What follows belongs to an exercise in optimizing a design on an open flow for small area, a short achievable clock period and few clock cycles; a production flow would make more cautious choices.
At most, simulation tests tie the RTL to the original design; equivalence was not proved.
The RTL of run 2 was laid out without a check of its function.
Power figures rest on the tool's default switching activity, not on a simulated workload.

File: flow/constraint.sdc
create_clock -name core_clock -period 12.0 [get_ports {clk}]
set_input_delay 2.4000 -clock core_clock [delete_from_list [all_inputs] [get_ports {clk}]]
set_output_delay 2.4000 -clock core_clock [all_outputs]
set_load 0.01 [all_outputs]
File: flow/run.sh
#!/bin/bash
# synth_recipe.tcl (not shown) runs the flow's synth.tcl, then flattens the netlist and writes it again
# the make line also repeats each setting of config.mk as NAME=value (left out here)
make -C /OpenROAD-flow-scripts/flow DESIGN_CONFIG=/design/flow/config.mk WORK_HOME=/design/flow/orfs CLKGATE_MAP_FILE= SYNTH_SCRIPT=/design/flow/synth_recipe.tcl finish
File: flow/ptab.hex
1312d00
12fce1a
12e70c7
12d1506
12bbad4
12a6231
1290b1a
127b58e
126618a
1250f0d
123be15
1226ea1
12120af
11fd43c
11e8948
11d3fd1
11bf7d4
11ab150
1196c44
11828ad
116e68b
115a5db
114669c
11328cb
111ec69
110b171
10f77e5
10e3fc0
10d0903
10bd3ab
10a9fb6
1096d24
1083bf2
1070c1f
105ddaa
104b090
10384d0
1025a6a
101315a
10009a0
0fee339
0fdbe26
0fc9a63
0fb77f0
0fa56ca
0f936f2
0f81864
0f6fb20
0f5df23
0f4c46d
0f3aafd
0f292d0
0f17be5
0f0663a
0ef51cf
0ee3ea2
0ed2cb2
0ec1bfc
0eb0c80
0e9fe3c
0e8f12e
0e7e556
0e6dab3
0e5d141
0e4c901
0e3c1f1
0e2bc0f
0e1b75a
0e0b3d1
0dfb173
0deb03e
0ddb030
0dcb149
0dbb386
0dab6e8
0d9bb6c
0d8c111
0d7c7d7
0d6cfba
0d5d8bb
0d4e2d8
0d3ee10
0d2fa61
0d207ca
0d1164b
0d025e1
0cf368b
0ce4849
0cd5b18
0cc6ef8
0cb83e8
0ca99e6
0c9b0f1
0c8c908
0c7e22a
0c6fc55
0c61789
0c533c3
0c45103
0c36f49
0c28e91
0c1aedc
0c0d028
0bff275
0bf15c0
0be3a09
0bd5f4f
0bc8590
0bbaccb
0bad500
0b9fe2d
0b92851
0b8536b
0b77f79
0b6ac7b
0b5da70
0b50957
0b4392e
0b369f4
0b29ba8
0b1ce4a
0b101d8
0b03651
0af6bb3
0aea1ff
0add933
0ad114e
0ac4a4e
0ab8434
0aabefd
0a9faa9
0a93736
0a874a5
0a7b2f3
0a6f220
0a6322a
0a57311
0a4b4d4
0a3f772
0a33ae9
0a27f3a
0a1c462
0a10a61
0a05135
09f98df
09ee15d
09e2aad
09d74d0
09cbfc4
09c0b88
09b581b
09aa57c
099f3ab
09942a7
098926e
097e2ff
097345a
096867e
095d96a
0952d1d
0948196
093d6d5
0932cd7
092839e
091db26
0913371
0908c7c
08fe647
08f40d1
08e9c1a
08df820
08d54e2
08cb261
08c109a
08b6f8d
08acf39
08a2f9e
08990ba
088f28d
0885515
087b853
0871c45
08680eb
085e643
0854c4c
084b307
0841a73
083828d
082eb56
08254ce
081bef2
08129c2
080953e
0800165
07f6e36
07edbb0
07e49d3
07db89d
07d280e
07c9826
07c08e3
07b7a44
07aec4a
07a5ef3
079d23e
079462b
078baba
0782fe8
077a5b6
0771c23
076932f
0760ad7
075831d
074fbff
074757c
073ef93
0736a45
072e590
0726173
071ddee
0715b01
070d8aa
07056e9
06fd5bd
06f5526
06ed523
06e55b2
06dd6d5
06d5889
06cdace
06c5da4
06be10a
06b64ff
06ae983
06a6e95
069f434
0697a60
0690118
068885b
0681029
0679882
0672164
066aacf
06634c2
065bf3d
0654a3f
064d5c8
06461d6
063ee6a
0637b83
0630920
0629740
06225e3
061b509
06144b0
060d4d9
0606582
05ff6ab
05f8853
05f1a7b
05ead20
05e4044
05dd3e5
05d6802
05cfc9b
05c91b0
05c2740
05bbd4a
05b53ce
05aeacb
05a8241
05a1a2f
059b295
0594b72
058e4c6
0587e8f
05818ce
057b383
0574eab
056ea48
0568658
05622db
055bfd0
0555d37
054fb10
0549959
0543813
053d73d
05376d6
05316dd
052b753
0525838
051f989
0519b47
0513d72
050e008
050830a
0502677
04fca4e
04f6e90
04f133a
04eb84e
04e5dca
04e03af
04da9fb
04d50ae
04cf7c8
04c9f48
04c472e
04bef79
04b9829
04b413d
04aeab5
04a9491
04a3ed0
049e971
0499475
0493fda
048eba1
04897c8
0484450
047f138
0479e7f
0474c26
046fa2b
046a88e
0465750
046066e
045b5ea
04565c2
04515f7
044c687
0447773
04428b9
043da5a
0438c55
0433eaa
042f158
042a45f
04257be
0420b76
041bf85
04173ec
04128aa
040ddbe
0409328
04048e8
03ffefd
03fb568
03f6c27
03f233a
03edaa1
03e925c
03e4a69
03e02ca
03dbb7c
03d7481
03d2dd7
03ce77f
03ca177
03c5bc0
03c165a
03bd142
03b8c7b
03b4802
03b03d9
03abffd
03a7c70
03a3930
039f63e
039b398
039713f
0392f33
038ed72
038abfd
0386ad4
03829f5
037e961
037a917
0376917
0372960
036e9f3
036aacf
0366bf3
0362d60
035ef15
035b111
0357354
03535df
034f8b0
034bbc8
0347f25
03442c9
03406b1
033cadf
0338f52
0335409
0331904
032de43
032a3c6
032698b
0322f94
031f5e0
031bc6e
031833e
0314a4f
03111a2
030d937
030a10c
0306922
0303178
02ffa0e
02fc2e3
02f8bf9
02f554d
02f1ee0
02ee8b2
02eb2c2
02e7d10
02e479c
02e1265
02ddd6c
02da8af
02d742f
02d3feb
02d0be4
02cd818
02ca488
02c7133
02c3e19
02c0b3a
02bd896
02ba62b
02b73fb
02b4204
02b1047
02adec3
02aad78
02a7c66
02a4b8c
02a1aea
029ea80
029ba4e
0298a53
0295a8f
0292b02
028fbac
028cc8d
0289da3
0286ef0
0284072
028122a
027e417
027b638
027888f
0275b1a
0272dda
02700cd
026d3f4
026a74f
0267add
0264e9e
0262292
025f6b9
025cb12
0259f9d
025745b
025494a
0251e6a
024f3bc
024c93f
0249ef3
02474d7
0244aec
0242131
023f7a6
023ce4b
023a51f
0237c23
0235356
0232ab8
0230248
022da07
022b1f4
0228a0f
0226259
0223acf
0221374
021ec45
021c544
0219e6f
02177c7
021514c
0212afd
02104d9
020dee2
020b916
0209376
0206e01
02048b7
0202398
01ffea4
01fd9da
01fb53b
01f90c5
01f6c7a
01f4858
01f2460
01f0091
01edceb
01eb96f
01e961b
01e72ef
01e4fed
01e2d12
01e0a60
01de7d5
01dc572
01da337
01d8123
01d5f36
01d3d70
01d1bd1
01cfa59
01cd907
01cb7db
01c96d6
01c75f7
01c553d
01c34a9
01c143b
01bf3f1
01bd3cd
01bb3ce
01b93f4
01b743e
01b54ad
01b3540
01b15f7
01af6d2
01ad7d1
01ab8f4
01a9a3a
01a7ba3
01a5d30
01a3edf
01a20b2
01a02a7
019e4bf
019c6f9
019a955
0198bd3
0196e74
0195136
019341a
019171f
018fa45
018dd8d
018c0f6
018a47f
018882a
0186bf4
0184fe0
01833eb
0181817
017fc63
017e0cf
017c55a
017aa05
0178ecf
01773b9
01758c1
0173de9
0172330
0170895
016ee19
016d3bc
016b97c
0169f5b
0168558
0166b73
01651ac
0163802
0161e76
0160507
015ebb5
015d281
015b969
015a06e
0158790
0156ecf
015562a
0153da2
0152535
0150ce5
014f4b1
014dc98
014c49c
014acba
01494f5
0147d4a
01465bb
0144e47
01436ee
0141fb0
014088c
013f183
013da95
013c3c1
013ad07
0139667
0137fe1
0136975
0135323
0133ceb
01326cc
01310c7
012fadb
012e508
012cf4e
012b9ad
012a426
0128eb6
0127960
0126422
0124efc
01239ef
01224fa
012101d
011fb58
011e6ab
011d216
011bd98
011a932
01194e4
01180ac
0116c8c
0115884
0114492
01130b7
0111cf3
0110945
010f5af
010e22f
010cec5
010bb71
010a834
010950d
01081fc
0106f01
0105c1b
010494c
0103692
01023ed
010115e
00ffee5
00fec80
00fda31
00fc7f7
00fb5d2
00fa3c1
00f91c6
00f7fdf
00f6e0c
00f5c4e
00f4aa5
00f3910
00f278f
00f1622
00f04c9
00ef384
00ee253
00ed136
00ec02d
00eaf37
00e9e54
00e8d85
00e7cc9
00e6c21
00e5b8c
00e4b09
00e3a9a
00e2a3e
00e19f4
00e09bd
00df999
00de988
00dd988
00dc99c
00db9c1
00da9f9
00d9a43
00d8a9f
00d7b0d
00d6b8d
00d5c1f
00d4cc2
00d3d77
00d2e3e
00d1f16
00d1000
00d00fb
00cf207
00ce324
00cd453
00cc592
00cb6e3
00ca844
00c99b7
00c8b3a
00c7ccd
00c6e72
00c6026
00c51eb
00c43c1
00c35a7
00c279d
00c19a3
00c0bb9
00bfde0
00bf016
00be25c
00bd4b2
00bc717
00bb98c
00bac11
00b9ea5
00b9149
00b83fc
00b76be
00b6990
00b5c70
00b4f60
00b425f
00b356d
00b288a
00b1bb5
00b0eef
00b0238
00af590
00ae8f6
00adc6a
00acfed
00ac37f
00ab71e
00aaacc
00a9e88
00a9252
00a862b
00a7a11
00a6e05
00a6207
00a5617
00a4a34
00a3e5f
00a3298
00a26de
00a1b32
00a0f93
00a0402
009f87d
009ed06
009e19d
009d640
009caf1
009bfae
009b478
009a950
0099e34
0099325
0098822
0097d2d
0097243
0096767
0095c97
00951d3
009471c
0093c71
00931d2
0092740
0091cb9
009123f
00907d1
008fd6f
008f318
008e8ce
008de90
008d45d
008ca36
008c01a
008b60b
008ac07
008a20e
0089821
0088e3f
0088469
0087a9d
00870de
0086729
0085d80
00853e1
0084a4e
00840c6
0083748
0082dd6
008246e
0081b12
00811c0
0080878
007ff3c
007f60a
007ece2
007e3c6
007dab3
007d1ab
007c8ae
007bfba
007b6d1
007adf3
007a51e
0079c54
0079394
0078add
0078231
007798f
00770f7
0076868
0075fe4
0075769
0074ef8
0074691
0073e33
00735df
0072d95
0072554
0071d1c
00714ee
0070cca
00704af
006fc9d
006f494
006ec95
006e49f
006dcb2
006d4ce
006ccf3
006c521
006bd58
006b599
006ade2
006a634
0069e8e
00696f2
0068f5e
00687d3
0068051
00678d7
0067166
00669fe
006629e
0065b46
00653f7
0064cb0
0064572
0063e3c
006370e
0062fe9
00628cc
00621b7
0061aaa
00613a5
0060ca8
00605b3
005fec7
005f7e2
005f105
005ea30
005e363
005dc9e
005d5e1
005cf2b
005c87d
005c1d7
005bb38
005b4a1
005ae11
005a78a
005a109
0059a90
005941f
0058db5
0058752
00580f6
0057aa2
0057456
0056e10
00567d2
005619b
0055b6b
0055542
0054f20
0054905
00542f1
0053ce5
00536df
00530e0
0052ae8
00524f7
0051f0d
0051929
005134c
0050d76
00507a7
00501df
004fc1d
004f661
004f0ad
004eafe
004e557
004dfb6
004da1b
004d487
004cef9
004c972
004c3f1
004be76
004b901
004b393
004ae2b
004a8ca
004a36e
0049e19
00498ca
0049381
0048e3e
0048901
00483ca
0047e99
004796e
0047449
0046f29
0046a10
00464fd
0045fef
0045ae8
00455e6
00450e9
0044bf3
0044702
0044217
0043d32
0043852
0043378
0042ea3
00429d4
004250b
0042047
0041b88
00416cf
004121b
0040d6d
00408c4
0040421
003ff83
003faea
003f656
003f1c8
003ed3f
003e8bb
003e43c
003dfc3
003db4e
003d6df
003d275
003ce10
003c9b0
003c555
003c0ff
003bcae
003b862
003b41b
003afd9
003ab9b
003a763
003a330
0039f01
0039ad7
00396b2
0039292
0038e76
0038a5f
003864d
003823f
0037e37
0037a32
0037633
0037238
0036e41
0036a50
0036662
0036279
0035e95
0035ab5
00356da
0035303
0034f31
0034b62
0034799
00343d3
0034012
0033c55
003389d
00334e9
0033139
0032d8d
00329e6
0032643
00322a4
0031f09
0031b72
00317df
0031451
00310c6
0030d40
0004e20
0004dcb
0004d75
0004d21
0004ccc
0004c78
0004c25
0004bd1
0004b7e
0004b2c
0004ad9
0004a87
0004a36
00049e5
0004994
0004943
00048f3
00048a3
0004854
0004805
00047b6
0004767
0004719
00046cc
000467e
0004631
00045e4
0004598
000454c
0004500
00044b4
0004469
000441e
00043d4
0004389
000433f
00042f6
00042ad
0004264
000421b
00041d3
000418b
0004143
00040fc
00040b4
000406e
0004027
0003fe1
0003f9b
0003f55
0003f10
0003ecb
0003e86
0003e42
0003dfe
0003dba
0003d77
0003d33
0003cf0
0003cae
0003c6b
0003c29
0003be7
0003ba6
0003b64
0003b23
0003ae3
0003aa2
0003a62
0003a22
00039e3
00039a3
0003964
0003925
00038e7
00038a9
000386b
000382d
00037ef
00037b2
0003775
0003739
00036fc
00036c0
0003684
0003648
000360d
00035d2
0003597
000355c
0003522
00034e8
00034ae
0003474
000343b
0003402
00033c9
0003390
0003358
0003320
00032e8
00032b0
0003278
0003241
000320a
00031d4
000319d
0003167
0003131
00030fb
00030c5
0003090
000305b
0003026
0002ff1
0002fbd
0002f88
0002f54
0002f21
0002eed
0002eba
0002e87
0002e54
0002e21
0002def
0002dbc
0002d8a
0002d58
0002d27
0002cf5
0002cc4
0002c93
0002c62
0002c32
0002c01
0002bd1
0002ba1
0002b72
0002b42
0002b13
0002ae4
0002ab5
0002a86
0002a57
0002a29
00029fb
00029cd
000299f
0002972
0002944
0002917
00028ea
00028be
0002891
0002865
0002838
000280c
00027e1
00027b5
0002789
000275e
0002733
0002708
00026dd
00026b3
0002689
000265e
0002634
000260b
00025e1
00025b8
000258e
0002565
000253c
0002514
00024eb
00024c3
000249a
0002472
000244a
0002423
00023fb
00023d4
00023ad
0002386
000235f
0002338
0002311
00022eb
00022c5
000229f
0002279
0002253
000222e
0002208
00021e3
00021be
0002199
0002174
0002150
000212b
0002107
00020e3
00020bf
000209b
0002077
0002054
0002030
000200d
0001fea
0001fc7
0001fa4
0001f82
0001f5f
0001f3d
0001f1b
0001ef9
0001ed7
0001eb5
0001e94
0001e72
0001e51
0001e30
0001e0f
0001dee
0001dcd
0001dac
0001d8c
0001d6b
0001d4b
0001d2b
0001d0b
0001cec
0001ccc
0001cac
0001c8d
0001c6e
0001c4f
0001c30
0001c11
0001bf2
0001bd4
0001bb5
0001b97
0001b79
0001b5b
0001b3d
0001b1f
0001b01
0001ae4
0001ac6
0001aa9
0001a8c
0001a6f
0001a52
0001a35
0001a18
00019fc
00019df
00019c3
00019a7
000198b
000196f
0001953
0001937
000191c
0001900
00018e5
00018ca
00018ae
0001893
0001879
000185e
0001843
0001829
000180e
00017f4
00017da
00017bf
00017a5
000178c
0001772
0001758
000173f
0001725
000170c
00016f3
00016da
00016c1
00016a8
000168f
0001676
000165e
0001645
000162d
0001615
00015fc
00015e4
00015cc
00015b4
000159d
0001585
000156e
0001556
000153f
0001527
0001510
00014f9
00014e2
00014cb
00014b5
000149e
0001488
0001471
000145b
0001444
000142e
0001418
0001402
00013ec
00013d6
00013c1
00013ab
0001396
0001380
000136b
0001356
0001340
000132b
0001316
0001302
00012ed
00012d8
00012c3
00012af
000129a
0001286
0001272
000125e
000124a
0001236
0001222
000120e
00011fa
00011e6
00011d3
00011bf
00011ac
0001198
0001185
0001172
000115f
000114c
0001139
0001126
0001113
0001101
00010ee
00010dc
00010c9
00010b7
00010a5
0001092
0001080
000106e
000105c
000104a
0001038
0001027
0001015
0001003
0000ff2
0000fe0
0000fcf
0000fbe
0000fad
0000f9b
0000f8a
0000f79
0000f68
0000f57
0000f47
0000f36
0000f25
0000f15
0000f04
0000ef4
0000ee3
0000ed3
0000ec3
0000eb3
0000ea3
0000e93
0000e83
0000e73
0000e63
0000e53
0000e44
0000e34
0000e25
0000e15
0000e06
0000df6
0000de7
0000dd8
0000dc9
0000dba
0000dab
0000d9c
0000d8d
0000d7e
0000d6f
0000d60
0000d52
0000d43
0000d35
0000d26
0000d18
0000d0a
0000cfb
0000ced
0000cdf
0000cd1
0000cc3
0000cb5
0000ca7
0000c99
0000c8b
0000c7e
0000c70
0000c62
0000c55
0000c47
0000c3a
0000c2c
0000c1f
0000c12
0000c05
0000bf7
0000bea
0000bdd
0000bd0
0000bc3
0000bb7
0000baa
0000b9d
0000b90
0000b84
0000b77
0000b6a
0000b5e
0000b52
0000b45
0000b39
0000b2d
0000b20
0000b14
0000b08
0000afc
0000af0
0000ae4
0000ad8
0000acc
0000ac0
0000ab5
0000aa9
0000a9d
0000a92
0000a86
0000a7b
0000a6f
0000a64
0000a58
0000a4d
0000a42
0000a36
0000a2b
0000a20
0000a15
0000a0a
00009ff
00009f4
00009e9
00009de
00009d4
00009c9
00009be
00009b3
00009a9
000099e
0000994
0000989
000097f
0000974
000096a
0000960
0000956
000094b
0000941
0000937
000092d
0000923
0000919
000090f
0000905
00008fb
00008f1
00008e8
00008de
00008d4
00008ca
00008c1
00008b7
00008ae
00008a4
000089b
0000891
0000888
000087f
0000875
000086c
0000863
000085a
0000851
0000847
000083e
0000835
000082c
0000823
000081b
0000812
0000809
0000800
00007f7
00007ef
00007e6
00007dd
00007d5
00007cc
00007c4
00007bb
00007b3
00007aa
00007a2
0000799
0000791
0000789
0000781
0000778
0000770
0000768
0000760
0000758
0000750
0000748
0000740
0000738
0000730
0000728
0000720
0000719
0000711
0000709
0000701
00006fa
00006f2
00006eb
00006e3
00006db
00006d4
00006cc
00006c5
00006be
00006b6
00006af
00006a8
00006a0
0000699
0000692
000068b
0000683
000067c
0000675
000066e
0000667
0000660
0000659
0000652
000064b
0000644
000063e
0000637
0000630
0000629
0000622
000061c
0000615
000060e
0000608
0000601
00005fb
00005f4
00005ed
00005e7
00005e1
00005da
00005d4
00005cd
00005c7
00005c1
00005ba
00005b4
00005ae
00005a8
00005a1
000059b
0000595
000058f
0000589
0000583
000057d
0000577
0000571
000056b
0000565
000055f
0000559
0000553
000054e
0000548
0000542
000053c
0000536
0000531
000052b
0000525
0000520
000051a
0000515
000050f
000050a
0000504
00004ff
00004f9
00004f4
00004ee
00004e9
00004e3
00004de
00004d9
00004d3
00004ce
00004c9
00004c4
00004be
00004b9
00004b4
00004af
00004aa
00004a5
00004a0
000049b
0000496
0000491
000048c
0000487
0000482
000047d
0000478
0000473
000046e
0000469
0000464
0000460
000045b
0000456
0000451
000044d
0000448
0000443
000043e
000043a
0000435
0000431
000042c
0000427
0000423
000041e
000041a
0000415
0000411
000040c
0000408
0000404
00003ff
00003fb
00003f7
00003f2
00003ee
00003ea
00003e5
00003e1
00003dd
00003d9
00003d4
00003d0
00003cc
00003c8
00003c4
00003c0
00003bb
00003b7
00003b3
00003af
00003ab
00003a7
00003a3
000039f
000039b
0000397
0000393
000038f
000038c
0000388
0000384
0000380
000037c
0000378
0000375
0000371
000036d
0000369
0000366
0000362
000035e
000035a
0000357
0000353
000034f
000034c
0000348
0000345
0000341
000033e
000033a
0000336
0000333
000032f
000032c
0000328
0000325
0000322
000031e
000031b
0000317
0000314
0000311
000030d
000030a
0000307
0000303
0000300
00002fd
00002f9
00002f6
00002f3
00002f0
00002ec
00002e9
00002e6
00002e3
00002e0
00002dd
00002d9
00002d6
00002d3
00002d0
00002cd
00002ca
00002c7
00002c4
00002c1
00002be
00002bb
00002b8
00002b5
00002b2
00002af
00002ac
00002a9
00002a6
00002a3
00002a0
000029e
000029b
0000298
0000295
0000292
000028f
000028d
000028a
0000287
0000284
0000282
000027f
000027c
0000279
0000277
0000274
0000271
000026f
000026c
0000269
0000267
0000264
0000261
000025f
000025c
000025a
0000257
0000254
0000252
000024f
000024d
000024a
0000248
0000245
0000243
0000240
000023e
000023b
0000239
0000237
0000234
0000232
000022f
000022d
000022b
0000228
0000226
0000223
0000221
000021f
000021c
000021a
0000218
0000216
0000213
0000211
000020f
000020d
000020a
0000208
0000206
0000204
0000201
00001ff
00001fd
00001fb
00001f9
00001f7
00001f4
00001f2
00001f0
00001ee
00001ec
00001ea
00001e8
00001e6
00001e4
00001e1
00001df
00001dd
00001db
00001d9
00001d7
00001d5
00001d3
00001d1
00001cf
00001cd
00001cb
00001c9
00001c7
00001c5
00001c4
00001c2
00001c0
00001be
00001bc
00001ba
00001b8
00001b6
00001b4
00001b2
00001b1
00001af
00001ad
00001ab
00001a9
00001a7
00001a6
00001a4
00001a2
00001a0
000019e
000019d
000019b
0000199
0000197
0000196
0000194
0000192
0000190
000018f
000018d
000018b
000018a
0000188
0000186
0000185
0000183
0000181
0000180
000017e
000017c
000017b
0000179
0000178
0000176
0000174
0000173
0000171
0000170
000016e
000016c
000016b
0000169
0000168
0000166
0000165
0000163
0000162
0000160
000015f
000015d
000015c
000015a
0000159
0000157
0000156
0000154
0000153
0000151
0000150
000014f
000014d
000014c
000014a
0000149
0000147
0000146
0000145
0000143
0000142
0000141
000013f
000013e
000013c
000013b
000013a
0000138
0000137
0000136
0000134
0000133
0000132
0000130
000012f
000012e
000012d
000012b
000012a
0000129
0000127
0000126
0000125
0000124
0000122
0000121
0000120
000011f
000011e
000011c
000011b
000011a
0000119
0000117
0000116
0000115
0000114
0000113
0000112
0000110
000010f
000010e
000010d
000010c
000010b
0000109
0000108
0000107
0000106
0000105
0000104
0000103
0000102
0000101
00000ff
00000fe
00000fd
00000fc
00000fb
00000fa
File: flow/design.v
module lfo_ptab (
    input  wire        row,
    input  wire [9:0]  col,
    output wire [24:0] period
);
    reg [24:0] mem [0:2047];
    initial $readmemh("ptab.hex", mem);
    assign period = mem[{row, col}];
endmodule
module lfo_divider #(
    parameter NB = 36,           
    parameter DB = 32            
) (
    input  wire          clk,
    input  wire          rst,
    input  wire          start,
    input  wire [NB-1:0] dividend,
    input  wire [DB-1:0] divisor,
    output reg           busy,
    output reg           done,
    output reg  [NB-1:0] quotient
);
    reg [DB:0]   rem;
    reg [DB-1:0] dvs;
    reg [6:0]    count;
    wire [DB:0] shifted = {rem[DB-1:0], quotient[NB-1]};
    wire [DB:0] diff    = shifted - {1'b0, dvs};
    always @(posedge clk) begin
        if (rst) begin
            busy  <= 1'b0;
            done  <= 1'b0;
            count <= 7'd0;
        end else begin
            done <= 1'b0;
            if (start) begin
                busy     <= 1'b1;
                rem      <= {(DB+1){1'b0}};
                dvs      <= divisor;
                quotient <= dividend;
                count    <= NB[6:0];
            end else if (busy) begin
                if (diff[DB]) begin
                    rem      <= shifted;
                    quotient <= {quotient[NB-2:0], 1'b0};
                end else begin
                    rem      <= diff;
                    quotient <= {quotient[NB-2:0], 1'b1};
                end
                count <= count - 7'd1;
                if (count == 7'd1) begin
                    busy <= 1'b0;
                    done <= 1'b1;
                end
            end
        end
    end
endmodule
module lamb_lfo (
    input  wire        clk,
    input  wire        rst,           
    input  wire        cmd_valid,
    input  wire [7:0]  cmd,
    output wire        cmd_ready,
    input  wire [1:0]  sw_raw,
    input  wire [31:0] now_ms,
    input  wire        clk_active,
    input  wire [31:0] clk_period,
    input  wire [9:0]  knob_freq,
    input  wire [9:0]  knob_duty,
    output reg  [11:0] sample_q,
    output reg         sample_wr,
    output wire        range_ind,
    output reg         range_evt
);
    localparam [31:0] S_RES         = 32'd268369920;   
    localparam        SCALE_SHIFT   = 16;
    localparam [11:0] OUT_RES       = 12'd4095;
    localparam [9:0]  ADC_MAX       = 10'd1023;
    localparam [31:0] TICK_INTERVAL = 32'd10;
    localparam [35:0] LOW_SLOWEST   = 36'd20000000;
    localparam [35:0] HIGH_FASTEST  = 36'd250;
    localparam [31:0] CROSSOVER     = 32'd90000;
    localparam [31:0] MIN_CLK_PER   = 32'd1000;
    localparam [9:0]  DUTY_MIN      = 10'd102;
    localparam [9:0]  DUTY_MAX      = 10'd920;
    localparam [9:0]  RESET_DUTY    = 10'd511;
    localparam [9:0]  EDGE_DEADZONE = 10'd4;
    localparam [9:0]  KNOB_HYST     = 10'd2;
    localparam [31:0] DEBOUNCE_MS   = 32'd50;
    localparam [31:0] RESET_INC     = 32'd268;         
    wire       accept  = cmd_valid && cmd_ready;
    wire       op_tick  = accept && (cmd == 8'h10);
    wire       op_rstph = accept && (cmd == 8'h20);
    wire       op_swchk = accept && (cmd[7:1] == 7'b0011000);
    wire       op_rauto = accept && (cmd == 8'h40);
    wire       op_pcalc = accept && (cmd == 8'h50);
    wire       op_commit= accept && (cmd == 8'h60);
    wire       ext_in = clk_active && (clk_period > MIN_CLK_PER);
    reg [31:0] phase;
    reg        rising;
    reg [31:0] inc0, inc1;
    reg [31:0] stage0, stage1;
    reg        stage_valid;
    reg        high_range;
    reg        tri_sel;
    reg        rs_prev_clocked;
    reg [9:0]  last_freq, last_duty;
    reg        last_range, last_clocked;
    reg [31:0] last_clkper;
    reg        pc_force;
    reg [1:0]  sw_stable, sw_last_raw;
    reg [31:0] sw_last_change0, sw_last_change1;
    assign range_ind = high_range;
    wire signed [33:0] ph_s   = {2'b00, phase};
    wire signed [33:0] step_p = rising ? ph_s + $signed({2'b00, inc0})
                                       : ph_s - $signed({2'b00, inc1});
    wire               top_hit = step_p >= $signed({2'b00, S_RES});
    wire signed [33:0] p_top   = top_hit ? $signed({1'b0, S_RES, 1'b0}) - step_p : step_p;
    wire               bot_hit = p_top <= 34'sd0;
    wire signed [33:0] p_new   = bot_hit ? -p_top : p_top;
    wire               r_new   = bot_hit ? 1'b1 : (top_hit ? 1'b0 : rising);
    wire [11:0]        tri_smp = p_new[SCALE_SHIFT+11:SCALE_SHIFT];
    wire        sw_s      = cmd[0];
    wire        sw_raw_s  = sw_raw[sw_s];
    wire        sw_moved  = sw_raw_s != sw_last_raw[sw_s];
    wire [31:0] sw_elapsed = sw_moved ? 32'd0 : (now_ms - (sw_s ? sw_last_change1 : sw_last_change0));
    wire        sw_fire   = (sw_elapsed >= DEBOUNCE_MS) && (sw_raw_s != sw_stable[sw_s]);
    function [9:0] snap;
        input [9:0] k;
        begin
            if (k <= EDGE_DEADZONE)                snap = 10'd0;
            else if (k >= ADC_MAX - EDGE_DEADZONE) snap = ADC_MAX;
            else                                   snap = k;
        end
    endfunction
    wire [9:0] fs = snap(knob_freq);
    wire [9:0] ds = snap(knob_duty);
    wire [9:0] f_diff = (fs > last_freq) ? fs - last_freq : last_freq - fs;
    wire [9:0] d_diff = (ds > last_duty) ? ds - last_duty : last_duty - ds;
    wire [9:0] f_acc  = (pc_force || f_diff > KNOB_HYST) ? fs : last_freq;
    wire [9:0] d_acc  = (pc_force || d_diff > KNOB_HYST) ? ds : last_duty;
    wire       pc_changed = pc_force || (f_acc != last_freq) || (d_acc != last_duty)
                         || (high_range != last_range) || (ext_in != last_clocked)
                         || (ext_in && (clk_period != last_clkper));
    localparam [3:0] P_IDLE = 4'd0,  P_PER  = 4'd1,  P_PERW = 4'd2,
                     P_DP   = 4'd3,  P_DPW  = 4'd4,  P_N0   = 4'd5,
                     P_N0W  = 4'd6,  P_N1   = 4'd7,  P_N1W  = 4'd8,
                     P_I0   = 4'd9,  P_I0W  = 4'd10, P_I1   = 4'd11,
                     P_I1W  = 4'd12;
    reg [3:0]  pstate;
    reg [9:0]  w_f;
    reg [9:0]  w_dv;
    reg        w_ext;
    reg        w_range;
    reg [31:0] w_cp;
    reg [24:0] w_per;
    reg [24:0] w_dp;
    reg [31:0] w_n0, w_n1;
    reg [31:0] w_i0;
    assign cmd_ready = (pstate == P_IDLE);
    wire [24:0] rom_per;
    lfo_ptab u_ptab (.row(w_range), .col(w_f), .period(rom_per));
    wire [9:0]  c_idx_raw = w_f / 10'd60;                        
    wire [4:0]  c_idx     = (c_idx_raw > 10'd16) ? 5'd16 : c_idx_raw[4:0];
    wire [4:0]  c_coef_w  = (c_idx >= 5'd8) ? (c_idx - 5'd7) : (5'd9 - c_idx);   
    wire [3:0]  c_coef    = c_coef_w[3:0];
    wire        c_lower   = w_f < 10'd512;
    wire [35:0] c_prod    = w_cp * c_coef;
    function [24:0] clamp_per;
        input [35:0] p;
        begin
            if (p < HIGH_FASTEST)     clamp_per = HIGH_FASTEST[24:0];
            else if (p > LOW_SLOWEST) clamp_per = LOW_SLOWEST[24:0];
            else                      clamp_per = p[24:0];
        end
    endfunction
    wire [34:0] dp_prod = w_per * w_dv;
    wire        dp_ovf  = |dp_prod[34:32];        
    reg         div_start;
    reg  [35:0] div_a;
    reg  [31:0] div_b;
    wire        div_busy, div_done;
    wire [35:0] div_q;
    lfo_divider #(.NB(36), .DB(32)) u_div (
        .clk(clk), .rst(rst), .start(div_start),
        .dividend(div_a), .divisor(div_b),
        .busy(div_busy), .done(div_done), .quotient(div_q)
    );
    always @(*) begin
        div_start = 1'b0;
        div_a     = 36'd0;
        div_b     = 32'd1;
        case (pstate)
            P_PER: begin
                div_start = w_ext && !c_lower;
                div_a     = {4'd0, w_cp};
                div_b     = {28'd0, c_coef};
            end
            P_DP: begin
                div_start = 1'b1;
                div_a     = dp_ovf ? {11'd0, w_per} : {1'b0, dp_prod};
                div_b     = {22'd0, ADC_MAX};
            end
            P_N0: begin
                div_start = 1'b1;
                div_a     = {11'd0, w_dp};
                div_b     = TICK_INTERVAL;
            end
            P_N1: begin
                div_start = 1'b1;
                div_a     = {11'd0, w_per - w_dp};
                div_b     = TICK_INTERVAL;
            end
            P_I0: begin
                div_start = 1'b1;
                div_a     = {4'd0, S_RES};
                div_b     = w_n0;
            end
            P_I1: begin
                div_start = 1'b1;
                div_a     = {4'd0, S_RES};
                div_b     = w_n1;
            end
            default: ;
        endcase
    end
    wire [31:0] div_q_min1 = (div_q == 36'd0) ? 32'd1 : div_q[31:0];
    wire [34:0] dp_first   = div_q[24:0] * w_dv;      
    always @(posedge clk) begin
        if (rst) begin
            phase           <= 32'd0;
            rising          <= 1'b1;
            inc0            <= RESET_INC;
            inc1            <= RESET_INC;
            stage0          <= RESET_INC;
            stage1          <= RESET_INC;
            stage_valid     <= 1'b0;
            high_range      <= 1'b0;
            tri_sel         <= 1'b0;
            sample_q        <= OUT_RES;
            sample_wr       <= 1'b0;
            range_evt       <= 1'b0;
            rs_prev_clocked <= 1'b0;
            last_freq       <= 10'd0;
            last_duty       <= RESET_DUTY;
            last_range      <= 1'b0;
            last_clocked    <= 1'b0;
            last_clkper     <= 32'd0;
            pc_force        <= 1'b1;
            sw_stable       <= 2'b00;
            sw_last_raw     <= 2'b00;
            sw_last_change0 <= 32'd0;
            sw_last_change1 <= 32'd0;
            pstate          <= P_IDLE;
        end else begin
            sample_wr <= 1'b0;
            range_evt <= 1'b0;
            if (op_tick) begin
                phase  <= p_new[31:0];
                rising <= r_new;
                if (tri_sel) begin
                    sample_q  <= tri_smp;
                    sample_wr <= 1'b1;
                end else if (r_new != rising) begin
                    sample_q  <= r_new ? OUT_RES : 12'd0;
                    sample_wr <= 1'b1;
                end
            end
            if (op_rstph) begin
                phase  <= 32'd0;
                rising <= 1'b1;
                if (!tri_sel && !rising) begin
                    sample_q  <= OUT_RES;
                    sample_wr <= 1'b1;
                end
            end
            if (op_swchk) begin
                if (sw_moved) begin
                    if (sw_s) sw_last_change1 <= now_ms;
                    else      sw_last_change0 <= now_ms;
                    sw_last_raw[sw_s]    <= sw_raw_s;
                end
                if (sw_fire) begin
                    sw_stable[sw_s] <= sw_raw_s;
                    if (sw_s == 1'b0) begin
                        if (!ext_in && (high_range != sw_raw_s)) begin
                            high_range <= sw_raw_s;
                            range_evt  <= 1'b1;
                        end
                    end else begin
                        tri_sel <= sw_raw_s;             
                    end
                end
            end
            if (op_rauto) begin
                if (ext_in) begin
                    if ((clk_period > CROSSOVER) && high_range) begin
                        high_range <= 1'b0;
                        range_evt  <= 1'b1;
                    end else if ((clk_period < CROSSOVER) && !high_range) begin
                        high_range <= 1'b1;
                        range_evt  <= 1'b1;
                    end
                end else if (rs_prev_clocked && (high_range != sw_stable[0])) begin
                    high_range <= sw_stable[0];
                    range_evt  <= 1'b1;
                end
                rs_prev_clocked <= ext_in;
            end
            if (op_commit && stage_valid) begin
                inc0        <= stage0;
                inc1        <= stage1;
                stage_valid <= 1'b0;
            end
            if (op_pcalc && pc_changed) begin
                last_freq    <= f_acc;
                last_duty    <= d_acc;
                last_range   <= high_range;
                last_clocked <= ext_in;
                if (ext_in) last_clkper <= clk_period;
                pc_force     <= 1'b0;
                w_f          <= f_acc;
                w_dv         <= (d_acc < DUTY_MIN) ? DUTY_MIN :
                                (d_acc > DUTY_MAX) ? DUTY_MAX : d_acc;
                w_ext        <= ext_in;
                w_range      <= high_range;
                w_cp         <= clk_period;
                pstate       <= P_PER;
            end
            case (pstate)
                P_PER: begin
                    if (!w_ext) begin
                        w_per  <= rom_per;
                        pstate <= P_DP;
                    end else if (c_lower) begin
                        w_per  <= clamp_per(c_prod);
                        pstate <= P_DP;
                    end else begin
                        pstate <= P_PERW;
                    end
                end
                P_PERW: if (div_done) begin
                    w_per  <= clamp_per(div_q);
                    pstate <= P_DP;
                end
                P_DP:  pstate <= P_DPW;
                P_DPW: if (div_done) begin
                    w_dp   <= dp_ovf ? dp_first[24:0] : div_q[24:0];
                    pstate <= P_N0;
                end
                P_N0:  pstate <= P_N0W;
                P_N0W: if (div_done) begin
                    w_n0   <= div_q_min1;
                    pstate <= P_N1;
                end
                P_N1:  pstate <= P_N1W;
                P_N1W: if (div_done) begin
                    w_n1   <= div_q_min1;
                    pstate <= P_I0;
                end
                P_I0:  pstate <= P_I0W;
                P_I0W: if (div_done) begin
                    w_i0   <= div_q_min1;
                    pstate <= P_I1;
                end
                P_I1:  pstate <= P_I1W;
                P_I1W: if (div_done) begin
                    stage0      <= w_i0;
                    stage1      <= div_q_min1;
                    stage_valid <= 1'b1;
                    pstate      <= P_IDLE;
                end
                default: ;
            endcase
        end
    end
endmodule
File: flow/config.mk
export PLATFORM = sky130hd
export DESIGN_NAME = lamb_lfo
export DESIGN_NICKNAME = lamb_lfo
export VERILOG_FILES = /design/flow/design.v
export SDC_FILE = /design/flow/constraint.sdc
export NUM_CORES = 4
export LEC_CHECK = 0
export CAP_MARGIN = 40
export CORE_MARGIN = 2
export CORE_UTILIZATION = 15
export PLACE_DENSITY = 0.3
export SLEW_MARGIN = 20
export SYNTH_MEMORY_MAX_BITS = 65536
==> results by group, run 1 <==
Run status
  – Status: no timing/DRC/antenna violations

Yosys
  – EDFF count, synth: 300
  – Top_reg_cell synth: dfxtp_1
  – Most numerous cell in the Yosys netlist: nand2_1
  – Synth top area share: 11.5%
  – Largest cells by area after synthesis: edfxtp_1 (11%), fa_1 (10%), dfxtp_1 (8.7%)
  – Syn Nets: 11,698
  – Avg Synthesized Cell Area: between 7 and 8 sq um
  – Synth warn: 3
  – Synth top cells by count: nand2_1 (1,563), a21oi_1 (1,198), o21ai_0 (968)
  – Register area share after synthesis: 20.1%
  – Mapped Area: 78,600 sq um
  – Yosys reg bits: 640
  – Post-Syn Instances: between 10,000 and 15,000
  – Async set-reset flop share out of synthesis: 0%
  – Yosys cell types: 107
  – Dominant cell type by area after synthesis: edfxtp_1

Timing
  – Slew @ Worst Pin: 1.10 ns
  – Final count of hold timing violations: 0
  – Max Clk Rate: 0.0925 GHz
  – Max Clock Skew: 0.110 ns
  – Final slew viol count: 0
  – TNS Setup: 0 ns
  – Rel. slew slack: 26.3%
  – RSZ-0062 raised after global routing: no
  – Final worst path period need: 10.81 ns
  – Final hold slack: 0.411 ns
  – Tcrit/Tclk final: between 90% and 100%
  – Final setup vio count: 0

Critical path
  – CP endpoint: rom_per[11]
  – CP endpoint kind: register
  – Worst path slowest cell: and2_0
  – CP max stage delay: 0.72 ns
  – Reg2reg start: w_f[4]
  – WP data required: about 13 ns
  – R2R cell count: 38
  – CP Launch Type: input pin
  – Worst-path maximum fanout: 26
  – CP dominant cell by count: buf_4
  – Reg2reg end: w_per[20]
  – Origin of the worst setup path: knob_duty[4]
  – Worst Path Arrival: approximately 12 ns
  – CP Class: in2reg
  – Worst reg2reg setup slack: 2.14 ns

Route
  – Max layer used: met5
  – Remaining DRCs: 0
  – Initial drt markers: 14,445
  – Post-Route WL: 892,000 um
  – Routed Antenna Nets: 0
  – Via density per instance: 5.32
  – Vias: around 110k
  – Met1 WL: 365,000 um
  – Routed len/inst: between 40 and 50 um
  – WL met3: 77,000 um
  – DR WL met2: 373,000 um
  – Drt pass-1 iters: 8

Global route
  – Vias in the first global route: 98,702
  – Congestion Overflow GR: 0
  – First-pass GRT wire length: approximately 1,100,000 um
  – Initial antenna violation count: 236
  – Overall Global Routing Usage: between 30% and 40%
  – Largest net degree at the start of global routing: 112

Place
  – Dpl cells: 19,436
  – Hpwl dp: ~730,000 um
  – # port buffers: 113
  – Global placement routability congestion: 1.10

Clock network
  – Worst-path clk slew: 0.09 ns
  – Clk latency of the worst-skew pair: ~0.90 ns
  – Deepest clock path buffer count: 4
  – Post-CTS Setup Bufs: 0
  – Clock sinks: 640
  – Root buf cell: clkbuf_16
  – PostCTS Resize Cnt: 0
  – CTS H-tree depth: 3
  – CTS tree: yes
  – Hold-fix buffers, CTS: 0
  – Clock buffer count from CTS: 97

Final layout
  – Number of nets in the layout: 13,475
  – Share of cells above drive strength 1: 22.4%
  – Fillers: 58,851
  – Post-route insts no fill: 19,793
  – Area added between synthesis and finish: 41.8%

Pwr
  – Worst VDD drop: 0.109 mV
  – Leak: roughly 45 nW
  – PwrDens: between 50 and 60 nW/um^2

Worst hold path
  – Min-delay worst type: reg2reg
  – HP Start: stage0[9]

Floorplan
  – Starting Density: 15.1%
  – Row count: between 200 and 300
  – Die Y: 728 um
  – Die X: 728 um
  – Core area: 522,000 sq um
  – Die footprint: 530,000 sq um
  – Total I/O pin count: 114

Job
  – Max cap viols: 0
critical path, delay by kind of cell:
kind / cells / cell delay [ns]
buf+inv: 11 / 2.93
simple gates: 13 / 2.94
fa+ha+maj: 3 / 1.02
compound gates: 9 / 2.14
area by class of cell:
type,instances,area (sq um),share of cell area (%)
Clock buffer,125,2670,2.39
Inverter,597,2250,2.01
Clock inverter,51,485,0.435
Timing Repair Buffer,2520,23000,20.6
Sequential cell,640,15800,14.2
Antenna cell,163,408,0.366
Tap cell,6942,8690,7.79
Multi-Input combinational cell,8755,58200,52.2
state kept, by name (all words and copies together) (netlist names), 12 cells and up, named ones only:
register	cells
w_n1	32
stage0	32
last_clkper	32
w_i0	32
sw_last_change1	32
inc1	32
u_div.rem	32
sample_q	12
u_div.quotient	36
w_dp	25
u_div.dvs	32
rom_per	25
phase	32
sw_last_change0	32
w_per	25
stage1	32
inc0	32
w_n0	32
w_cp	32
cells in the final DEF, fill, tap and decap left out, drive strengths merged, types with 84 or more instances in the layout:
| cell | count |
|---|---|
| diode | 163 |
| a211oi | 104 |
| nor4 | 88 |
| nand4 | 110 |
| nand2b | 86 |
| xnor2 | 200 |
| nor2b | 119 |
| inv | 599 |
| ha | 373 |
| o21ai | 1000 |
| buf | 2403 |
| clkbuf | 129 |
| xor2 | 110 |
| clkdlybuf4s50 | 111 |
| nor3 | 234 |
| mux2i | 163 |
| dfxtp | 340 |
| and2 | 286 |
| edfxtp | 300 |
| nand3 | 253 |
| o21a | 84 |
| a21o | 128 |
| nand2 | 1563 |
| nor2 | 877 |
| a21oi | 1203 |
| o211ai | 123 |
| fa | 393 |
| a31oi | 188 |
how the worst min path moves through the flow:
stage	slack, ns	cells after the start	to
final	0.41	2	inc0[9]
after global routing	0.44	2	inc1[9]
after CTS	0.42	2	inc0[9]
after detailed placement	0.44	2	inc1[22]
after global placement	0.44	2	inc1[23]
after floorplan	0.43	2	inc1[10]
power breakdown:
group | switching (mW) | leakage (nW) | total [mW] | internal [mW]
logic | 0.358 | 37.9 | 0.550 | 0.192
clock network | 1.33 | 1.54 | 3.03 | 1.70
registers | 0.00398 | 5.46 | 2.27 | 2.27
total | 1.69 | 44.9 | 5.85 | 4.17
stage by stage:
stage	setup WS [ns]	util [%]	power [mW]	cell area, sq um
floorplan	1.69	-	2.56	78600
global placement	0.0421	20.5	2.87	107000
detailed placement	0.262	20.7	2.86	108000
CTS	1.12	21.3	5.96	111000
global route	0.886	21.3	6.04	111000
finish	1.19	21.4	5.85	111000
logic make-up (layout without fill, tap and decap cells):
logic type / after synthesis / in the layout / synth area share, %
compound gates: 3633 / 3633 / 28.4
simple gates: 3829 / 3829 / 22.2
fa+ha+maj: 766 / 766 / 15.9
flops: 640 / 640 / 20.1
buf+inv: 1439 / 3293 / 6.99
mux: 217 / 217 / 2.85
other cells: 0 / 163 / 0
xor+xnor: 310 / 310 / 3.45
metal layers:
metal  vias to the layer above  GRT usage (%)
met1                     53663           40.6
li1                      42458              -
met2                      6986           47.7
met4                        38           23.5
met3                      2223           8.83
met5                         -              0
Testbench counts, summed over its fixed seeds: cycles 447,686.
==> run 2, diff against run 1 <==
==> flow/design.v (replaced) <==
module lfo_ptab (
    input  wire        row,
    input  wire [9:0]  col,
    output wire [24:0] period
);
    reg [24:0] mem [0:2047];
    initial $readmemh("ptab.hex", mem);
    assign period = mem[{row, col}];
endmodule
module lfo_divider #(
    parameter K = 2
) (
    input  wire        clk,
    input  wire        load,
    input  wire [20:0] rem_in,
    input  wire [27:0] dvd_in,
    input  wire [20:0] dvs_in,
    input  wire        run,
    output reg  [20:0] rem,
    output reg  [27:0] dvd
);
    reg [20:0] dvs;
    reg [20:0] r_n;
    reg [27:0] q_n;
    reg [21:0] sh;
    reg [21:0] df;
    integer i;
    always @(*) begin
        r_n = rem;
        q_n = dvd;
        for (i = 0; i < K; i = i + 1) begin
            sh = {r_n, q_n[27]};
            df = sh - {1'b0, dvs};
            if (!df[21]) begin
                r_n = df[20:0];
                q_n = {q_n[26:0], 1'b1};
            end else begin
                r_n = sh[20:0];
                q_n = {q_n[26:0], 1'b0};
            end
        end
    end
    always @(posedge clk) begin
        if (load) begin
            rem <= rem_in;
            dvd <= dvd_in;
            dvs <= dvs_in;
        end else if (run) begin
            rem <= r_n;
            dvd <= q_n;
        end
    end
endmodule
module lamb_lfo (
    input  wire        clk,
    input  wire        rst,           
    input  wire        cmd_valid,
    input  wire [7:0]  cmd,
    output reg         cmd_ready,
    input  wire [1:0]  sw_raw,
    input  wire [31:0] now_ms,
    input  wire        clk_active,
    input  wire [31:0] clk_period,
    input  wire [9:0]  knob_freq,
    input  wire [9:0]  knob_duty,
    output reg  [11:0] sample_q,
    output reg         sample_wr,
    output wire        range_ind,
    output reg         range_evt
);
    localparam [27:0] S_RES         = 28'd268369920;   
    localparam [28:0] S_RES2        = 29'd536739840;   
    localparam [11:0] OUT_RES       = 12'd4095;
    localparam [9:0]  ADC_MAX       = 10'd1023;
    localparam [24:0] LOW_SLOWEST   = 25'd20000000;
    localparam [24:0] HIGH_FASTEST  = 25'd250;
    localparam [31:0] CROSSOVER     = 32'd90000;
    localparam [31:0] MIN_CLK_PER   = 32'd1000;
    localparam [9:0]  DUTY_MIN      = 10'd102;
    localparam [9:0]  DUTY_MAX      = 10'd920;
    localparam [9:0]  RESET_DUTY    = 10'd511;
    localparam [9:0]  EDGE_DEADZONE = 10'd4;
    localparam [9:0]  KNOB_HYST     = 10'd2;
    localparam [31:0] DEBOUNCE_MS   = 32'd50;
    localparam [27:0] RESET_INC     = 28'd268;         
    localparam K     = 2;                              
    localparam NSTEP = K * ((22 + K - 1) / K);         
    localparam CSTEP = K * ((25 + K - 1) / K);         
    reg        iv;
    reg [7:0]  ic;
    reg [1:0]  isw;
    reg [31:0] inow;
    reg        ica;
    reg [31:0] icp;
    reg [9:0]  ikf, ikd;
    always @(posedge clk) begin
        iv   <= cmd_valid && cmd_ready && !rst;
        ic   <= cmd;
        isw  <= sw_raw;
        inow <= now_ms;
        ica  <= clk_active;
        icp  <= clk_period;
        ikf  <= knob_freq;
        ikd  <= knob_duty;
    end
    wire op_tick  = iv && (ic == 8'h10);
    wire op_rstph = iv && (ic == 8'h20);
    wire op_swchk = iv && (ic[7:1] == 7'b0011000);
    wire op_rauto = iv && (ic == 8'h40);
    wire op_pcalc = iv && (ic == 8'h50);
    wire op_commit= iv && (ic == 8'h60);
    wire ext_in = ica && (icp > MIN_CLK_PER);
    reg [27:0] phase;
    reg        rising;
    reg [27:0] inc0, inc1;
    reg        stage_valid;
    reg        high_range;
    reg        tri_sel;
    reg        rs_prev_clocked;
    reg [9:0]  last_freq, last_duty;
    reg        last_range, last_clocked;
    reg [31:0] last_clkper;
    reg        pc_force;
    reg [1:0]  sw_stable, sw_last_raw;
    reg [31:0] sw_last_change0, sw_last_change1;
    assign range_ind = high_range;
    wire [28:0] up_s   = {1'b0, phase} + {1'b0, inc0};           
    wire [28:0] up_r   = S_RES2 - {1'b0, phase} - {1'b0, inc0};  
    wire        top_hit = ({1'b0, phase} + {1'b0, inc0}) >= {1'b0, S_RES};
    wire        top_bot = (phase == S_RES) && (inc0 == S_RES);   
    wire [28:0] dn_s   = {1'b0, phase} - {1'b0, inc1};           
    wire [28:0] dn_r   = {1'b0, inc1} - {1'b0, phase};           
    wire        bot_hit = phase <= inc1;
    wire [27:0] p_new  = rising ? (top_hit ? up_r[27:0] : up_s[27:0])
                                : (bot_hit ? dn_r[27:0] : dn_s[27:0]);
    wire        r_new  = rising ? (!top_hit || top_bot) : bot_hit;
    wire [11:0] tri_smp = p_new[27:16];
    wire        sw_s      = ic[0];
    wire        sw_raw_s  = isw[sw_s];
    wire        sw_moved  = sw_raw_s != sw_last_raw[sw_s];
    wire [31:0] sw_elapsed = inow - (sw_s ? sw_last_change1 : sw_last_change0);
    wire        sw_fire   = !sw_moved && (sw_elapsed >= DEBOUNCE_MS) && (sw_raw_s != sw_stable[sw_s]);
    function [9:0] snap;
        input [9:0] k;
        begin
            if (k <= EDGE_DEADZONE)                snap = 10'd0;
            else if (k >= ADC_MAX - EDGE_DEADZONE) snap = ADC_MAX;
            else                                   snap = k;
        end
    endfunction
    wire [9:0] fs = snap(ikf);
    wire [9:0] ds = snap(ikd);
    wire [9:0] f_diff = (fs > last_freq) ? fs - last_freq : last_freq - fs;
    wire [9:0] d_diff = (ds > last_duty) ? ds - last_duty : last_duty - ds;
    wire [9:0] f_acc  = (pc_force || f_diff > KNOB_HYST) ? fs : last_freq;
    wire [9:0] d_acc  = (pc_force || d_diff > KNOB_HYST) ? ds : last_duty;
    wire       pc_changed = pc_force || (f_acc != last_freq) || (d_acc != last_duty)
                         || (high_range != last_range) || (ext_in != last_clocked)
                         || (ext_in && (icp != last_clkper));
    localparam [3:0] S_IDLE = 4'd0, S_P1 = 4'd1, S_DIVC = 4'd2, S_P2 = 4'd3,
                     S_P3 = 4'd4, S_P4 = 4'd5, S_NDIV = 4'd6, S_SLOAD = 4'd7,
                     S_SDIV = 4'd8, S_PC = 4'd9;
    reg [3:0]  st;
    reg [3:0]  cnt;
    reg [24:0] per_r;
    reg [9:0]  dv_r;
    wire [24:0] rom_per;
    lfo_ptab u_ptab (.row(last_range), .col(last_freq), .period(rom_per));
    wire [9:0]  c_idx_raw = last_freq / 10'd60;
    wire [4:0]  c_idx     = (c_idx_raw > 10'd16) ? 5'd16 : c_idx_raw[4:0];
    wire [4:0]  c_coef_w  = (c_idx >= 5'd8) ? (c_idx - 5'd7) : (5'd9 - c_idx);
    wire [3:0]  c_coef    = c_coef_w[3:0];
    wire        c_lower   = last_freq < 10'd512;
    wire [35:0] c_prod    = last_clkper * c_coef;
    reg [31:0] c_lim;            
    always @(*) begin
        case (c_coef)
            4'd1: c_lim = 32'd20000001;
            4'd2: c_lim = 32'd40000002;
            4'd3: c_lim = 32'd60000003;
            4'd4: c_lim = 32'd80000004;
            4'd5: c_lim = 32'd100000005;
            4'd6: c_lim = 32'd120000006;
            4'd7: c_lim = 32'd140000007;
            4'd8: c_lim = 32'd160000008;
            default: c_lim = 32'd180000009;
        endcase
    end
    wire c_big = last_clkper >= c_lim;    
    function [24:0] clamp_per;
        input [35:0] p;
        begin
            if (p < HIGH_FASTEST)     clamp_per = HIGH_FASTEST;
            else if (p > LOW_SLOWEST) clamp_per = LOW_SLOWEST;
            else                      clamp_per = p[24:0];
        end
    endfunction
    reg         dA_load, dB_load, d_run;
    reg  [20:0] dA_rem_in, dB_rem_in, dA_dvs_in, dB_dvs_in;
    reg  [27:0] dA_dvd_in, dB_dvd_in;
    wire [20:0] dA_rem, dB_rem;
    wire [27:0] dA_dvd, dB_dvd;
    lfo_divider #(.K(K)) u_da (.clk(clk), .load(dA_load), .rem_in(dA_rem_in), .dvd_in(dA_dvd_in),
                               .dvs_in(dA_dvs_in), .run(d_run), .rem(dA_rem), .dvd(dA_dvd));
    lfo_divider #(.K(K)) u_db (.clk(clk), .load(dB_load), .rem_in(dB_rem_in), .dvd_in(dB_dvd_in),
                               .dvs_in(dB_dvs_in), .run(d_run), .rem(dB_rem), .dvd(dB_dvd));
    wire [34:0] a_val = {dA_rem[34-NSTEP:0], dA_dvd[27:28-NSTEP]};
    wire        ovf   = |a_val[34:32];
    wire [14:0] fu  = per_r[24:10];
    wire [15:0] fs1 = {1'b0, fu} + {6'd0, per_r[9:0]};
    wire [5:0]  fu2 = fs1[15:10];
    wire [10:0] fs2 = {5'd0, fu2} + {1'b0, fs1[9:0]};
    wire [14:0] per_q = fu + {9'd0, fu2} + {14'd0, (fs2 >= 11'd1023)};
    wire [24:0] m_in = (st == S_P3) ? {10'd0, per_q} : per_r;
    wire [34:0] m_out = m_in * dv_r;
    wire [34:0] nb_direct = {per_r, 10'd0} - {10'd0, per_r} + 35'd1022 - a_val;    
    wire [34:0] nb_ovf    = {per_r - a_val[34:10], 10'd0};
    function [4:0] bitlen21;
        input [20:0] v;
        integer j;
        begin
            bitlen21 = 5'd0;
            for (j = 0; j < 21; j = j + 1)
                if (v[j]) bitlen21 = j + 1;
        end
    endfunction
    wire [4:0] bl0 = bitlen21(dA_dvd[20:0]);
    wire [4:0] bl1 = bitlen21(dB_dvd[20:0]);
    wire [4:0] blm = (bl0 < bl1) ? bl0 : bl1;
    wire [4:0] smax = (blm == 5'd0) ? 5'd0 : blm - 5'd1;
    wire [4:0] sk   = smax - (smax % K);                
    wire [55:0] s_sh = {28'd0, S_RES} << sk;
    wire [4:0]  s_cnt = (5'd28 - sk) / K;
    always @(*) begin
        dA_load = 1'b0; dB_load = 1'b0; d_run = 1'b0;
        dA_rem_in = 21'd0; dA_dvd_in = 28'd0; dA_dvs_in = 21'd10230;
        dB_rem_in = 21'd0; dB_dvd_in = 28'd0; dB_dvs_in = 21'd10230;
        case (st)
            S_P1: begin
                dA_load   = 1'b1;
                dA_rem_in = {19'd0, last_clkper[CSTEP+1:CSTEP]};
                dA_dvd_in = {last_clkper[CSTEP-1:0], {(28-CSTEP){1'b0}}};
                dA_dvs_in = {17'd0, c_coef};
            end
            S_P2: begin
                dA_load   = 1'b1;
                dA_rem_in = {{(NSTEP-14){1'b0}}, m_out[34:NSTEP]};
                dA_dvd_in = {m_out[NSTEP-1:0], {(28-NSTEP){1'b0}}};
            end
            S_P3: begin
                dB_load   = !ovf;
                dB_rem_in = {{(NSTEP-14){1'b0}}, nb_direct[34:NSTEP]};
                dB_dvd_in = {nb_direct[NSTEP-1:0], {(28-NSTEP){1'b0}}};
                dA_load   = ovf;
                dA_rem_in = {{(NSTEP-14){1'b0}}, m_out[24:NSTEP-10]};
                dA_dvd_in = {m_out[NSTEP-11:0], {(38-NSTEP){1'b0}}};
                dA_dvs_in = 21'd10240;
            end
            S_P4: begin
                dB_load   = 1'b1;
                dB_rem_in = {{(NSTEP-14){1'b0}}, nb_ovf[34:NSTEP]};
                dB_dvd_in = {nb_ovf[NSTEP-1:0], {(28-NSTEP){1'b0}}};
                dB_dvs_in = 21'd10240;
            end
            S_SLOAD: begin
                dA_load   = 1'b1;
                dB_load   = 1'b1;
                dA_rem_in = s_sh[48:28];
                dB_rem_in = s_sh[48:28];
                dA_dvd_in = s_sh[27:0];
                dB_dvd_in = s_sh[27:0];
                dA_dvs_in = dA_dvd[20:0];
                dB_dvs_in = dB_dvd[20:0];
            end
            S_DIVC, S_NDIV, S_SDIV: d_run = 1'b1;
            default: ;
        endcase
    end
    always @(posedge clk) begin
        if (rst) begin
            phase           <= 28'd0;
            rising          <= 1'b1;
            inc0            <= RESET_INC;
            inc1            <= RESET_INC;
            stage_valid     <= 1'b0;
            high_range      <= 1'b0;
            tri_sel         <= 1'b0;
            sample_q        <= OUT_RES;
            sample_wr       <= 1'b0;
            range_evt       <= 1'b0;
            rs_prev_clocked <= 1'b0;
            last_freq       <= 10'd0;
            last_duty       <= RESET_DUTY;
            last_range      <= 1'b0;
            last_clocked    <= 1'b0;
            last_clkper     <= 32'd0;
            pc_force        <= 1'b1;
            sw_stable       <= 2'b00;
            sw_last_raw     <= 2'b00;
            sw_last_change0 <= 32'd0;
            sw_last_change1 <= 32'd0;
            st              <= S_IDLE;
            cnt             <= 4'd0;
            cmd_ready       <= 1'b1;
        end else begin
            sample_wr <= 1'b0;
            range_evt <= 1'b0;
            if (op_tick) begin
                phase  <= p_new;
                rising <= r_new;
                if (tri_sel) begin
                    sample_q  <= tri_smp;
                    sample_wr <= 1'b1;
                end else if (r_new != rising) begin
                    sample_q  <= r_new ? OUT_RES : 12'd0;
                    sample_wr <= 1'b1;
                end
            end
            if (op_rstph) begin
                phase  <= 28'd0;
                rising <= 1'b1;
                if (!tri_sel && !rising) begin
                    sample_q  <= OUT_RES;
                    sample_wr <= 1'b1;
                end
            end
            if (op_swchk) begin
                if (sw_moved) begin
                    if (sw_s) sw_last_change1 <= inow;
                    else      sw_last_change0 <= inow;
                    sw_last_raw[sw_s] <= sw_raw_s;
                end
                if (sw_fire) begin
                    sw_stable[sw_s] <= sw_raw_s;
                    if (sw_s == 1'b0) begin
                        if (!ext_in && (high_range != sw_raw_s)) begin
                            high_range <= sw_raw_s;
                            range_evt  <= 1'b1;
                        end
                    end else begin
                        tri_sel <= sw_raw_s;
                    end
                end
            end
            if (op_rauto) begin
                if (ext_in) begin
                    if ((icp > CROSSOVER) && high_range) begin
                        high_range <= 1'b0;
                        range_evt  <= 1'b1;
                    end else if ((icp < CROSSOVER) && !high_range) begin
                        high_range <= 1'b1;
                        range_evt  <= 1'b1;
                    end
                end else if (rs_prev_clocked && (high_range != sw_stable[0])) begin
                    high_range <= sw_stable[0];
                    range_evt  <= 1'b1;
                end
                rs_prev_clocked <= ext_in;
            end
            if (op_commit && stage_valid) begin
                inc0        <= dA_dvd;
                inc1        <= dB_dvd;
                stage_valid <= 1'b0;
            end
            cmd_ready <= 1'b0;
            case (st)
                S_IDLE: begin
                    cmd_ready <= 1'b1;
                    if (op_pcalc && pc_changed) begin
                        last_freq    <= f_acc;
                        last_duty    <= d_acc;
                        last_range   <= high_range;
                        last_clocked <= ext_in;
                        if (ext_in) last_clkper <= icp;
                        pc_force     <= 1'b0;
                        st           <= S_P1;
                        cmd_ready    <= 1'b0;
                    end
                end
                S_P1: begin
                    dv_r <= (last_duty < DUTY_MIN) ? DUTY_MIN :
                            (last_duty > DUTY_MAX) ? DUTY_MAX : last_duty;
                    if (!last_clocked) begin
                        per_r <= rom_per;
                        st    <= S_P2;
                    end else if (c_lower) begin
                        per_r <= clamp_per(c_prod);
                        st    <= S_P2;
                    end else if (c_big) begin
                        per_r <= LOW_SLOWEST;
                        st    <= S_P2;
                    end else begin
                        cnt   <= CSTEP / K;
                        st    <= S_DIVC;
                    end
                end
                S_DIVC: begin
                    cnt <= cnt - 4'd1;
                    if (cnt == 4'd1) st <= S_PC;
                end
                S_PC: begin
                    per_r <= clamp_per({11'd0, dA_dvd[24:0]});
                    st    <= S_P2;
                end
                S_P2: st <= S_P3;
                S_P3: begin
                    if (ovf) st <= S_P4;
                    else begin
                        cnt <= NSTEP / K;
                        st  <= S_NDIV;
                    end
                end
                S_P4: begin
                    cnt <= NSTEP / K;
                    st  <= S_NDIV;
                end
                S_NDIV: begin
                    cnt <= cnt - 4'd1;
                    if (cnt == 4'd1) st <= S_SLOAD;
                end
                S_SLOAD: begin
                    cnt <= s_cnt[3:0];
                    st  <= S_SDIV;
                    if (s_cnt == 5'd1) cmd_ready <= 1'b1;
                end
                S_SDIV: begin
                    cnt <= cnt - 4'd1;
                    if (cnt == 4'd2) cmd_ready <= 1'b1;
                    if (cnt == 4'd1) begin
                        stage_valid <= 1'b1;
                        st          <= S_IDLE;
                        cmd_ready   <= 1'b1;
                    end
                end
                default: st <= S_IDLE;
            endcase
            if (cmd_valid && cmd_ready && (cmd == 8'h50)) cmd_ready <= 1'b0;
        end
    end
endmodule
==> run 2 against run 1 <==
- now fails the layout checks on negative setup slack
- critical path depth increased by 23
- worst setup slack got worse by 1.5 ns
- clock power decreased by 22%
- utilization decreased by 2.5 points
- first-iteration DRC count decreased by 6.1%
- clock skew decreased by 0.043 ns
- via count decreased by 6.3%
- design area decreased by 14%
- critical endpoint is now u_da.rem[9]
- highest routed layer unchanged
==> results by group, run 2 <==
Timing
  – TNS Setup: -1.40 ns
  – Rel. slew slack: 26.2%
  – Slew @ Worst Pin: 1.10 ns
  – Tcrit/Tclk final: 103%
  – RSZ-0062 raised after global routing: yes
  – Max Clk Rate: 0.0810 GHz
  – Final setup vio count: 10
  – Max Clock Skew: 0.0667 ns
  – Final count of hold timing violations: 0
  – Final slew viol count: 0
  – Final setup margin: -0.344 ns
  – Final worst path period need: 12.34 ns
  – Final hold slack: between 0.4 and 0.5 ns

Critical path
  – Worst path slowest cell: or4_4
  – Worst Path Arrival: ~13 ns
  – WP data required: 12.39 ns
  – CP dominant cell by count: a21oi_2
  – Worst-path maximum fanout: 3
  – CP Launch Type: register
  – CP endpoint kind: register
  – Critical path's top delay family: adder cells
  – Worst reg2reg setup slack: -0.34 ns
  – CP Buf/Inv Count: 3
  – CP Class: reg2reg
  – CP max stage delay: 0.55 ns

Route
  – Initial drt markers: 13,565
  – Via density per instance: 5.48
  – Routed Antenna Nets: 0
  – Routed len/inst: 38.8 um
  – Remaining DRCs: 0
  – Vias: 98,742
  – Post-Route WL: 700,000 um
  – Drt pass-1 iters: 9

Global route
  – Overall Global Routing Usage: between 20% and 30%
  – First-pass GRT wire length: roughly 920,000 um
  – M2 GR Usage: 37.6%
  – GRT busiest layer: met2
  – Largest net degree at the start of global routing: 99
  – Congestion Overflow GR: 0
  – Initial antenna violation count: 145
  – Met3 usage: between 10% and 20%
  – Vias in the first global route: 92,733
  – Routing usage on met1: 30.5%

Yosys
  – Dominant cell type by area after synthesis: ha_1
  – Synth warn: 3
  – Post-Syn Instances: 10,641
  – Synth top cells by count: a21oi_1 (1,243), nand2_1 (1,205), o21ai_0 (862)
  – Synth top area share: 9.72%
  – Register area share after synthesis: between 15 and 20%
  – Mapped Area: 76,700 sq um
  – Most numerous cell in the Yosys netlist: a21oi_1
  – Yosys cell types: 127
  – Yosys reg bits: 531
  – Largest cells by area after synthesis: ha_1 (9.7%), dfxtp_1 (9.3%), a21oi_1 (8.1%)
  – Top_reg_cell synth: dfxtp_1
  – Avg Synthesized Cell Area: 7.21 sq um
  – EDFF count, synth: 175
  – Async set-reset flop share out of synthesis: 0%
  – Syn Nets: 11,611

Job
  – Max cap viols: 0

Clock network
  – Worst-path clk slew: ~0.07 ns
  – Clock buffer count from CTS: 73
  – CTS tree: yes
  – CTS H-tree depth: 3
  – Root buf cell: clkbuf_16
  – Hold-fix buffers, CTS: 0
  – Deepest clock path buffer count: 3
  – Clk latency of the worst-skew pair: about 0.71 ns
  – Clock sinks: 531

Floorplan
  – Total I/O pin count: around 110
  – Die footprint: around 520,000 sq um
  – Starting Density: 15.1%
  – Die Y: slightly above 700 um
  – Row count: 262
  – Die X: 719 um
  – Core area: 509,000 sq um

Pwr
  – Power, Total: 4.53 mW
  – Leak: about 38 nW
  – Worst VDD drop: 0.0932 mV
  – PwrDens: 47.1 nW/um^2

Final layout
  – Number of nets in the layout: 12,088
  – Register area: about 12,000 sq um
  – Post-route insts no fill: 18,033
  – Footprint of the multi-input gates: 59,600 sq um
  – Fillers: 58,050
  – Most common cell after layout, fill and taps aside: a21oi_1
  – Most frequent cells in the layout: a21oi_1 (1,214), nand2_1 (1,192), buf_4 (928)
  – Share of cells above drive strength 1: 14.5%
  – Area added between synthesis and finish: 25.2%

Place
  – Pre-CTS setup slack: -0.905 ns
  – Dpl cells: 17,700
  – Hpwl dp: 533,000 um
  – Global placement routability congestion: 1.11
  – # port buffers: 113

Worst hold path
  – Min-delay worst type: reg2reg

Run status
  – Layout check faults: negative setup slack
  – Status: failed layout checks
[run 2: logic make-up after synthesis]
group / Yosys count / synth area share [%]
muxes: 201 / 2.92
adders and majority gates: 872 / 16.9
DFF: 531 / 16.1
xor gates and xnor gates: 339 / 3.87
and+or+nand+nor: 3442 / 21.2
buffers and inverters: 1473 / 7.97
AOI/OAI and AO/OA: 3783 / 31.0
[run 2: final cells by class]
class | count | area share [%]
Antenna cell | 128 | 0.334
Clock buffer | 91 | 2.08
Clock inverter | 39 | 0.545
Inverter | 701 | 2.76
Multi-Input combinational cell | 8637 | 62.0
Sequential cell | 531 | 12.9
Tap cell | 6732 | 8.77
Timing Repair Buffer | 1174 | 10.6
[run 2: worst min-delay path, delay by kind of cell, from the launching register on]
family	cells	cell delay, ns
flip-flops	1	0.30
AO/OA/AOI/OAI	1	0.05
AND/OR/NAND/NOR	1	0.05
[run 2: path summary, 6_finish.rpt]
kind,start,cells after the start,endpoint
min,sw_last_change0[27],2,sw_last_change0[27]
min reg2reg,sw_last_change0[27],2,sw_last_change0[27]
max reg2reg,per_r[10],59,u_da.rem[9]
max,per_r[10],59,u_da.rem[9]
[run 2: repair_timing]
item                       CTS  global route
pin swaps                   63            80
setup endpoints to repair   18            22
buffers inserted            20            11
resized for setup           69            72
[run 2: per-stage QoR]
stage / util (%) / area (sq um)
6_report: 18.9 / 96000
2_1_floorplan: - / 76800
3_5_place_dp: 18.0 / 91600
4_1_cts: 18.6 / 94500
5_1_grt: 18.8 / 95800
3_3_place_gp: 17.8 / 90700
[run 2: power by group]
part	leakage (nW)	switching (mW)	internal, mW
combinational	32.1	0.172	0.116
sequential	4.46	0.0312	1.86
clock	1.21	1.02	1.33
[run 2: routing by layer]
layer / up-vias / part of all wire (%)
met4: 63 / 9.1
met2: 7200 / 41
met5: - / 0.097
met1: 49033 / 39
li1: 39853 / -
met3: 2593 / 11

afterwards: timing with drivers on the ports:
In the flow no input, the clock included, has a driving cell. The finished layouts below were timed again as built, in two steps. Step 1: set_driving_cell puts a clkbuf_16 on clk and a buf_2 on each other input, an assumption about the parent block. Step 2 moves the port delays by t, midway between the first and last clock arrival at a register: inputs arrive t later, outputs are due t later. That takes back most of the time a late clock gives input paths. a / b / c = ideal / step 1 / step 2; a / b = the first two.
run	shift t [ns]	slack for setup (ns)	cell pins on the clock port's net
run 1	0.939	1.194 / 1.260 / 0.322	1
run 2	0.781	-0.344 / -0.344 / -0.344	1
For run 1, which loses most, drivers alone change the setup slack by +0.066 ns; drivers and shift together by -0.872 ns.
